From an optimization exercise on the open Yosys and OpenROAD flow, aimed at small area, a short achievable clock period and few clock cycles; shortcuts taken in it are not production practice.
Function was checked by simulation only, so behaviour that the tests miss may differ from the original.

==> run a <==
==> flow/design.v <==
module fpga_disp_next (
  input  wire        rdy,
  input  wire [2:0]  st,
  input  wire        cs,
  input  wire        rst_l,
  input  wire        sclk,
  input  wire        set0,
  input  wire [8:0]  cnt,
  input  wire        aux,
  input  wire        intn,
  input  wire        redraw,
  input  wire        fb_we,
  input  wire [14:0] fb_addr,
  input  wire [7:0]  fb_data,
  output reg         rdy_i,
  output reg  [2:0]  st_i,
  output reg         set0_i,
  output reg  [8:0]  cnt_i,
  output reg         intn_i,
  output reg         redraw_i,
  output reg         we_i,
  output reg  [14:0] addr_i,
  output reg  [7:0]  data_i,
  output wire        stall_b,       
  output reg  [2:0]  st_b,
  output reg  [8:0]  cnt_b,
  output wire        aux_b,
  output reg         intn_b,
  output wire        we_b,
  output wire        cs_fall,       
  output wire        sclk_inc,      
  output wire        sclk_hit,      
  output wire [5:0]  scnt_inc,
  output wire        rst_fall,      
  output wire        rst_rise       
);
  localparam [4:0] C_SKIP = 5'd28,    
                   C_SET0 = 5'd23,    
                   C_SET1 = 5'd31;    
  localparam [14:0] A_TOP = 15'd25308;
  wire [4:0] cls   = fb_addr[4:0];    
  wire [5:0] scnt  = fb_addr[12:7];   
  wire       s_prog  = st == 3'd0;
  wire       s_cmd   = st == 3'd1;
  wire       s_param = st == 3'd2;
  wire       s_scene = st == 3'd3;
  wire       s_line  = st == 3'd4;
  wire       s_data  = st == 3'd5;
  wire       s_fill  = st[2:1] == 2'b11;
  wire [7:0] d = fb_data;             
  wire [7:0] exp_c =
    (cls == 5'd0) ? "D" :
    (cls == 5'd1) ? "a" :
    (cls == 5'd2) ? "t" :
    (cls == 5'd3) ? "e" :
    (cls == 5'd4) ? ":" :
    (cls == 5'd5) ? " " :
    (cls == 5'd6) ? "D" :
    (cls == 5'd7) ? "e" :
    (cls == 5'd8) ? "c" :
    (cls == 5'd9) ? " " :
    (cls == 5'd10) ? "1" :
    (cls == 5'd11) ? "0" :
    (cls == 5'd12) ? " " :
    (cls == 5'd13) ? "2" :
    (cls == 5'd14) ? "0" :
    (cls == 5'd15) ? "1" :
    (cls == 5'd16) ? "4" :
    (cls == 5'd17) ? " " :
    (cls == 5'd18) ? "0" :
    (cls == 5'd19) ? "8" :
    (cls == 5'd20) ? ":" :
    (cls == 5'd21) ? "3" :
    (cls == 5'd22) ? "0" :
    8'h00;
  reg [4:0] cls_n;
  always @(*) begin
    cls_n = cls;
    if (cls < 5'd23) begin
      if (d == 8'h00) cls_n = (cls < 5'd5) ? 5'd0 : C_SET1;
      else if (d == exp_c) cls_n = cls + 5'd1;    
      else cls_n = (cls < 5'd5) ? C_SKIP : C_SET1;
    end else if (cls == C_SKIP && d == 8'h00) begin
      cls_n = 5'd0;
    end
  end
  wire [8:0] cnt_inc = cnt + 9'd1;
  wire       col_end = cnt[7:0] == 8'd172;    
  wire       fresh   = aux && s_data;
  wire [7:0] adj_col = fresh ? ((d < 8'd148) ? d : 8'd0) : s_scene ? 8'd0 : fb_addr[7:0];
  wire [14:0] a_adj  = A_TOP + adj_col + (!fresh && !s_scene);
  always @(*) begin
    rdy_i    = rdy;
    st_i     = st;
    set0_i   = set0;
    cnt_i    = cnt;
    intn_i   = intn;
    redraw_i = redraw;
    we_i     = 1'b0;
    addr_i   = fb_addr;
    data_i   = fb_data;
    if (fb_we || fresh || s_scene)
      addr_i = (col_end || fresh || s_scene) ? a_adj : fb_addr - 15'd148;
    if (s_prog && aux)
      addr_i[4:0] = cls_n;
    if (s_prog && !rdy) begin
      rdy_i        = 1'b1;
      intn_i       = 1'b1;
      cnt_i        = 9'd0;
      addr_i[12:7] = 6'd0;
      addr_i[4:0]  = 5'd0;
    end
    if (s_prog || (s_cmd && aux))
      set0_i = cls == C_SET0;
    if (!rdy && s_cmd) begin
      rdy_i  = 1'b1;
      intn_i = 1'b1;
      if (set0) begin
        if (d == 8'h01) begin st_i = 3'd2; cnt_i = 9'd0; end
        else if (d == 8'h04) st_i = 3'd3;
        else begin intn_i = 1'b0; st_i = 3'd1; end
      end else begin
        if (d == 8'h00) ;
        else if (d == 8'h01) st_i = 3'd4;
        else if (d == 8'h02) begin redraw_i = 1'b1; intn_i = 1'b0; st_i = 3'd1; end
        else begin intn_i = 1'b0; st_i = 3'd1; end
      end
    end
    if (!rdy && s_scene) begin
      intn_i = 1'b0;
      st_i   = 3'd1;
      if (d[7:2] == 6'd0) begin
        st_i     = (d[1:0] == 2'd1) ? 3'd7 : 3'd6;
        redraw_i = 1'b1;
        we_i     = 1'b1;
        data_i   = (d[1:0] == 2'd2) ? 8'h30 : (d[1:0] == 2'd3) ? 8'h0C : 8'h00;
        cnt_i    = 9'd1;
      end else begin
        rdy_i = 1'b1;
      end
    end
    if (s_fill) begin
      we_i = 1'b1;
      if (col_end)
        cnt_i = {(fb_addr[7:0] >= 8'd49) && (fb_addr[7:0] <= 8'd96), 8'd1};
      else
        cnt_i[7:0] = cnt_inc[7:0];
      if (st[0])
        data_i = (cnt[8] && cnt[7:0] >= 8'd62 && cnt[7:0] <= 8'd109) ? 8'hFC : 8'h00;
      if (fb_addr == 15'd295) begin               
        rdy_i = 1'b1;
        st_i  = 3'd1;
      end
    end
  end
  wire trig = cnt[7:0] == 8'd188;
  assign stall_b = cs && (s_cmd || s_scene);
  assign aux_b   = cs && ((s_prog && !cnt[8] && cnt[8:1] != 8'd0) || s_line);
  assign we_b    = cs && s_data && !trig && cnt[7:0] < 8'd172;
  always @(*) begin
    st_b   = st;
    cnt_b  = cnt;
    intn_b = intn;
    if (cs) begin
      case (st)
        3'd0:  if (!cnt[8]) cnt_b = cnt_inc;
        3'd2: begin
          if (cnt[1:0] == 2'd3) begin intn_b = 1'b0; st_b = 3'd1; end
          else cnt_b = cnt_inc;
        end
        3'd4: begin
          cnt_b  = 9'd240;
          st_b   = 3'd5;
          intn_b = 1'b1;
        end
        3'd5: begin
          if (trig) begin
            st_b   = 3'd4;
            intn_b = 1'b0;
          end else begin
            cnt_b = cnt_inc;
          end
        end
        default: ;
      endcase
    end
  end
  assign cs_fall  = cs && !s_prog;
  assign sclk_inc = !sclk && !cs && s_prog;
  assign sclk_hit = sclk_inc && scnt == 6'd19;        
  assign scnt_inc = {scnt[4:0], ~(scnt[5] ^ scnt[4])};
  assign rst_fall = rst_l;
  assign rst_rise = !rst_l;
endmodule
module fpga_disp_ctrl (
  input  wire        clk,
  input  wire        rst,        
  input  wire        ev_valid,
  output wire        ev_ready,
  input  wire [2:0]  ev_type,
  input  wire [7:0]  ev_data,
  output reg         intn,
  output reg         cdone,
  output reg         redraw,
  output reg         fb_we,
  output reg  [14:0] fb_addr,
  output reg  [7:0]  fb_data
);
  reg        rdy;           
  reg [2:0]  st;
  reg        cs, rst_l, sclk;
  reg        set0;          
  reg [8:0]  cnt;
  reg        aux;
  assign ev_ready = rdy;
  wire        rdy_i, set0_i, intn_i, redraw_i, we_i;
  wire [2:0]  st_i, st_b;
  wire [8:0]  cnt_i, cnt_b;
  wire [14:0] addr_i;
  wire [7:0]  data_i;
  wire        stall_b, aux_b, intn_b, we_b;
  wire        cs_fall, sclk_inc, sclk_hit, rst_fall, rst_rise;
  wire [5:0]  scnt_inc;
  fpga_disp_next u_next (
    .rdy(rdy), .st(st), .cs(cs), .rst_l(rst_l), .sclk(sclk), .set0(set0),
    .cnt(cnt), .aux(aux), .intn(intn), .redraw(redraw), .fb_we(fb_we),
    .fb_addr(fb_addr), .fb_data(fb_data),
    .rdy_i(rdy_i), .st_i(st_i), .set0_i(set0_i), .cnt_i(cnt_i), .intn_i(intn_i),
    .redraw_i(redraw_i), .we_i(we_i), .addr_i(addr_i), .data_i(data_i),
    .stall_b(stall_b), .st_b(st_b), .cnt_b(cnt_b), .aux_b(aux_b), .intn_b(intn_b),
    .we_b(we_b),
    .cs_fall(cs_fall), .sclk_inc(sclk_inc), .sclk_hit(sclk_hit), .scnt_inc(scnt_inc),
    .rst_fall(rst_fall), .rst_rise(rst_rise)
  );
  wire acc  = ev_valid && rdy;
  wire b0   = ev_data[0];
  wire e_b  = acc && ev_type == 3'd0;                   
  wire e_c0 = acc && ev_type == 3'd1 && !b0 && cs_fall;  
  wire e_s  = acc && ev_type == 3'd2;                   
  wire e_s1 = e_s && b0 && sclk_inc;                    
  wire e_r  = acc && ev_type == 3'd3;                   
  wire e_r0 = e_r && !b0 && rst_fall;                   
  wire e_r1 = e_r && b0 && rst_rise;                    
  wire e_n  = acc && ev_type == 3'd4;                   
  always @(posedge clk) begin
    if (rst) begin
      rdy    <= 1'b0;           
      st     <= 3'd0;
      cs     <= 1'b0;
      rst_l  <= 1'b0;
      sclk   <= 1'b0;
      cdone  <= 1'b0;
      redraw <= 1'b0;
      fb_we  <= 1'b0;
    end else begin
      rdy    <= !e_r0 && rdy_i && !(e_b && stall_b);
      st     <= e_r0 ? 3'd0 :
                (e_c0 || (e_s1 && sclk_hit)) ? 3'd1 :
                e_b ? st_b : st_i;
      if (acc && ev_type == 3'd1) cs <= b0;
      if (e_r) rst_l <= b0;
      if (e_s) sclk <= b0;
      cdone  <= (e_s1 && sclk_hit) ? 1'b1 : e_r1 ? 1'b0 : cdone;
      redraw <= e_n ? 1'b0 : redraw_i;
      fb_we  <= e_b ? we_b : we_i;
    end
    cnt    <= e_b ? cnt_b : cnt_i;
    aux    <= (e_b && aux_b) || (e_s1 && sclk_hit);
    intn   <= (e_c0 || (e_s1 && sclk_hit)) ? 1'b0 : e_b ? intn_b : intn_i;
    set0   <= set0_i;
    fb_data <= rdy ? ev_data : data_i;
    fb_addr[14:13] <= addr_i[14:13];
    fb_addr[12:7]  <= e_s1 ? scnt_inc : addr_i[12:7];
    fb_addr[6:0]   <= addr_i[6:0];
  end
endmodule
==> flow/flow/run.sh <==
#!/bin/bash
# Layout flow: the standard ORFS flow (standard.sh: ORFS synthesis with
# synth_recipe.tcl, floorplan, power grid, tap cells, placement, CTS, routing),
# with these changes, all passed to make as VAR=value:
#  - synthesis runs synth_recipe.tcl through flow/synth_abc.tcl, which only
#    swaps ABC's mapping script for flow/area.abc (an area-oriented mapping;
#    the flip-flops are mapped before ABC and stay as synth_recipe.tcl maps them);
#  - ADDER_MAP_FILE is empty, so adders are left to ABC as plain gates;
#  - the port buffers are plain buffers (buffer_ports -buffer_cell);
#  - any further settings in flow/extra.env, one VAR=value per line.
# make's full output goes to orfs_flow.log here; ORFS writes each step's log
# under orfs/logs/.
set -euo pipefail
here=$(pwd)
export FLOW_SYNTH_TCL="$here/synth_recipe.tcl"
export FLOW_ABC_SCRIPT="$here/flow/area.abc"
extra=("SYNTH_SCRIPT=$here/flow/synth_abc.tcl" "ADDER_MAP_FILE="
       "BUFFER_PORTS_ARGS=-buffer_cell sky130_fd_sc_hd__buf_2")
if [[ -f flow/extra.env ]]; then
  while IFS= read -r line; do
    [[ -z "$line" || "$line" == \#* ]] && continue
    extra+=("$line")
  done < flow/extra.env
fi
bash standard.sh "${extra[@]}" finish > "$here/orfs_flow.log" 2>&1
==> flow/flow/area.abc <==
strash
dch -f
map -a
strash
dch -f
map -a
strash
dch -f
map -a
topo
dnsize
==> flow/flow/extra.env <==
SETUP_SLACK_MARGIN=5.3
BUFFER_PORTS_ARGS=-buffer_cell sky130_fd_sc_hd__buf_1
==> flow/flow/synth_abc.tcl <==
# The standard flow's synthesis script (synth_recipe.tcl, unchanged), with the ABC
# technology-mapping script replaced by the one in FLOW_ABC_SCRIPT. ABC maps
# only the combinational logic; the flip-flops are mapped before it.
proc abc {args} {
  set i [lsearch -exact $args -script]
  if {$i >= 0 && [info exists ::env(FLOW_ABC_SCRIPT)]} {
    lset args [expr {$i + 1}] $::env(FLOW_ABC_SCRIPT)
  }
  yosys abc {*}$args
}
source $::env(FLOW_SYNTH_TCL)
==> flow/standard.sh <==
#!/bin/bash
# synth_recipe.tcl (not shown) runs the flow's synth.tcl, then flattens the netlist and writes it again
# the make line also repeats each setting of config.mk as NAME=value (left out here)
make -C /OpenROAD-flow-scripts/flow DESIGN_CONFIG=/design/flow/config.mk WORK_HOME=/design/flow/orfs CLKGATE_MAP_FILE= SYNTH_SCRIPT=/design/flow/synth_recipe.tcl "${@:-finish}"
==> flow/config.mk <==
export PLATFORM = sky130hd
export DESIGN_NAME = fpga_disp_ctrl
export DESIGN_NICKNAME = fpga_disp_ctrl
export VERILOG_FILES = /design/flow/design.v
export SDC_FILE = /design/flow/constraint.sdc
export NUM_CORES = 4
export LEC_CHECK = 0
export ABC_AREA = 1
export CAP_MARGIN = 20
export CORE_MARGIN = 2
export CORE_UTILIZATION = 40
export CTS_BUF_LIST = sky130_fd_sc_hd__clkbuf_8
export CTS_CLUSTER_SIZE = 25
export SETUP_SLACK_MARGIN = 5
export SLEW_MARGIN = 20
export SYNTH_HIERARCHICAL = 1
export SYNTH_MINIMUM_KEEP_SIZE = 0
==> flow/constraint.sdc <==
create_clock -name core_clock -period 8.0 [get_ports {clk}]
set_input_delay 1.6000 -clock core_clock [delete_from_list [all_inputs] [get_ports {clk}]]
set_output_delay 1.6000 -clock core_clock [all_outputs]
set_load 0.01 [all_outputs]
==> run b: changes against run a <==
--- a/flow/design.v
+++ b/flow/design.v
@@ -84,11 +84,10 @@
       cls_n = 5'd0;
     end
   end
-  wire [8:0] cnt_inc = cnt + 9'd1;
   wire       col_end = cnt[7:0] == 8'd172;    
   wire       fresh   = aux && s_data;
-  wire [7:0] adj_col = fresh ? ((d < 8'd148) ? d : 8'd0) : s_scene ? 8'd0 : fb_addr[7:0];
-  wire [14:0] a_adj  = A_TOP + adj_col + (!fresh && !s_scene);
+  wire [7:0] adj_col = fresh ? ((d < 8'd148) ? d : 8'd0) : fb_addr[7:0];
+  wire [14:0] a_adj  = A_TOP + adj_col + !fresh;
   always @(*) begin
     rdy_i    = rdy;
     st_i     = st;
@@ -99,8 +98,10 @@
     we_i     = 1'b0;
     addr_i   = fb_addr;
     data_i   = fb_data;
-    if (fb_we || fresh || s_scene)
-      addr_i = (col_end || fresh || s_scene) ? a_adj : fb_addr - 15'd148;
+    if (fb_we || fresh)
+      addr_i = (col_end || fresh) ? a_adj : fb_addr - 15'd148;
+    if (s_scene)
+      addr_i = A_TOP;
     if (s_prog && aux)
       addr_i[4:0] = cls_n;
     if (s_prog && !rdy) begin
@@ -144,7 +145,7 @@
       if (col_end)
         cnt_i = {(fb_addr[7:0] >= 8'd49) && (fb_addr[7:0] <= 8'd96), 8'd1};
       else
-        cnt_i[7:0] = cnt_inc[7:0];
+        cnt_i[7:0] = cnt[7:0] + 8'd1;
       if (st[0])
         data_i = (cnt[8] && cnt[7:0] >= 8'd62 && cnt[7:0] <= 8'd109) ? 8'hFC : 8'h00;
       if (fb_addr == 15'd295) begin               
@@ -163,10 +164,10 @@
     intn_b = intn;
     if (cs) begin
       case (st)
-        3'd0:  if (!cnt[8]) cnt_b = cnt_inc;
+        3'd0:  if (!cnt[8]) cnt_b = cnt + 9'd1;
         3'd2: begin
           if (cnt[1:0] == 2'd3) begin intn_b = 1'b0; st_b = 3'd1; end
-          else cnt_b = cnt_inc;
+          else cnt_b = cnt + 9'd1;
         end
         3'd4: begin
           cnt_b  = 9'd240;
@@ -178,7 +179,7 @@
             st_b   = 3'd4;
             intn_b = 1'b0;
           end else begin
-            cnt_b = cnt_inc;
+            cnt_b = cnt + 9'd1;
           end
         end
         default: ;
==> flow/flow/area.abc (replaced) <==
strash
dch
map -a
topo
dnsize
==> flow/flow/extra.env (replaced) <==
SETUP_SLACK_MARGIN=5.25
BUFFER_PORTS_ARGS=-buffer_cell sky130_fd_sc_hd__buf_1
--- a/flow/config.mk
+++ b/flow/config.mk
@@ -10,7 +10,6 @@
 export CORE_MARGIN = 2
 export CORE_UTILIZATION = 40
 export CTS_BUF_LIST = sky130_fd_sc_hd__clkbuf_8
-export CTS_CLUSTER_SIZE = 25
 export SETUP_SLACK_MARGIN = 5
 export SLEW_MARGIN = 20
 export SYNTH_HIERARCHICAL = 1
==> run c: changes against run a <==
==> flow/flow/area.abc (replaced) <==
strash
dch -f
map -a
strash
dch -f
map -a
strash
dch -f
map -D 1500
topo
dnsize
--- a/flow/config.mk
+++ b/flow/config.mk
@@ -8,9 +8,8 @@
 export ABC_AREA = 1
 export CAP_MARGIN = 20
 export CORE_MARGIN = 2
-export CORE_UTILIZATION = 40
+export CORE_UTILIZATION = 55
 export CTS_BUF_LIST = sky130_fd_sc_hd__clkbuf_8
-export CTS_CLUSTER_SIZE = 25
 export SETUP_SLACK_MARGIN = 5
 export SLEW_MARGIN = 20
 export SYNTH_HIERARCHICAL = 1
==> impl_metrics.tcl <==
set metrics [dict create \
    top_usage_layer "met2" \
    status "timing/DRC/antenna clean" \
    synth_compound_area_share_pct 25.0 \
    ys_seq_area_share_pct 26.1 \
    grt_pass1_wl_microns 18500 \
    nets 664 \
]
(the above is from run a)
==> impl_metrics.tcl <==
set metrics [dict create \
    status "timing/DRC/antenna clean" \
    nets 641 \
    grt_pass1_wl_microns 18100 \
    ys_seq_area_share_pct 26.3 \
    top_usage_layer "met2" \
    required_ns 8.20 \
    layout_commonest_cell "nand2_1" \
    switching_power_w 0.000122 \
]
(the above is from run c)
==> impl_metrics.tcl <==
set metrics [dict create \
    grt_pass1_wl_microns 19600 \
    path_buf_inv 3 \
    crit_type "reg2reg" \
    ys_seq_area_share_pct 25.0 \
    synth_compound_area_share_pct 22.7 \
    nets 698 \
    wl_per_cell_microns 15.2 \
    status "timing/DRC/antenna clean" \
    peakVddDrop_mv 0.0681 \
    top_usage_layer "met1" \
]
(the above is from run b)
Testbench counts of run a, summed over its fixed seeds: cycles 661,407.
Testbench counts of run b, summed over its fixed seeds: cycles 661,407.
Testbench counts of run c, summed over its fixed seeds: cycles 661,407.

[what the ideal ports hide]
The flow's constraints put no driver on any port. The routed layouts listed below were extracted and timed again, unchanged, in two steps. Step 1 sets driving cells, clkbuf_16 on the clock port and buf_2 on the other inputs (assumed; they add their load-dependent delay and slew). Step 2 adds t to the input delays and takes it off the output delays; t is the mean of the earliest and latest rising clock arrival at the registers after step 1. Input paths then give back, and output paths get back, about the clock's delay inside the block. Slacks: ideal / step 1 / step 2; pairs: ideal / step 1.
| run | t, ns | setup slack, ns | worst hold slack (ns) | worst setup path at the end | pins driven straight from the clock port |
|---|---|---|---|---|---|
| run a | 0.339 | 5.380 / 5.351 / 5.066 | 0.472 / 0.472 / 0.472 | input to register | 1 |
| run b | 0.337 | 5.346 / 5.337 / 5.043 | 0.475 / 0.475 / 0.475 | input to register | 1 |
| run c | 0.337 | 5.317 / 5.320 / 4.983 | 0.472 / 0.472 / 0.472 | input to register | 1 |
After both steps every run listed still meets setup and hold. For run c, which loses most, drivers alone change the setup slack by +0.003 ns; drivers and shift together by -0.334 ns.
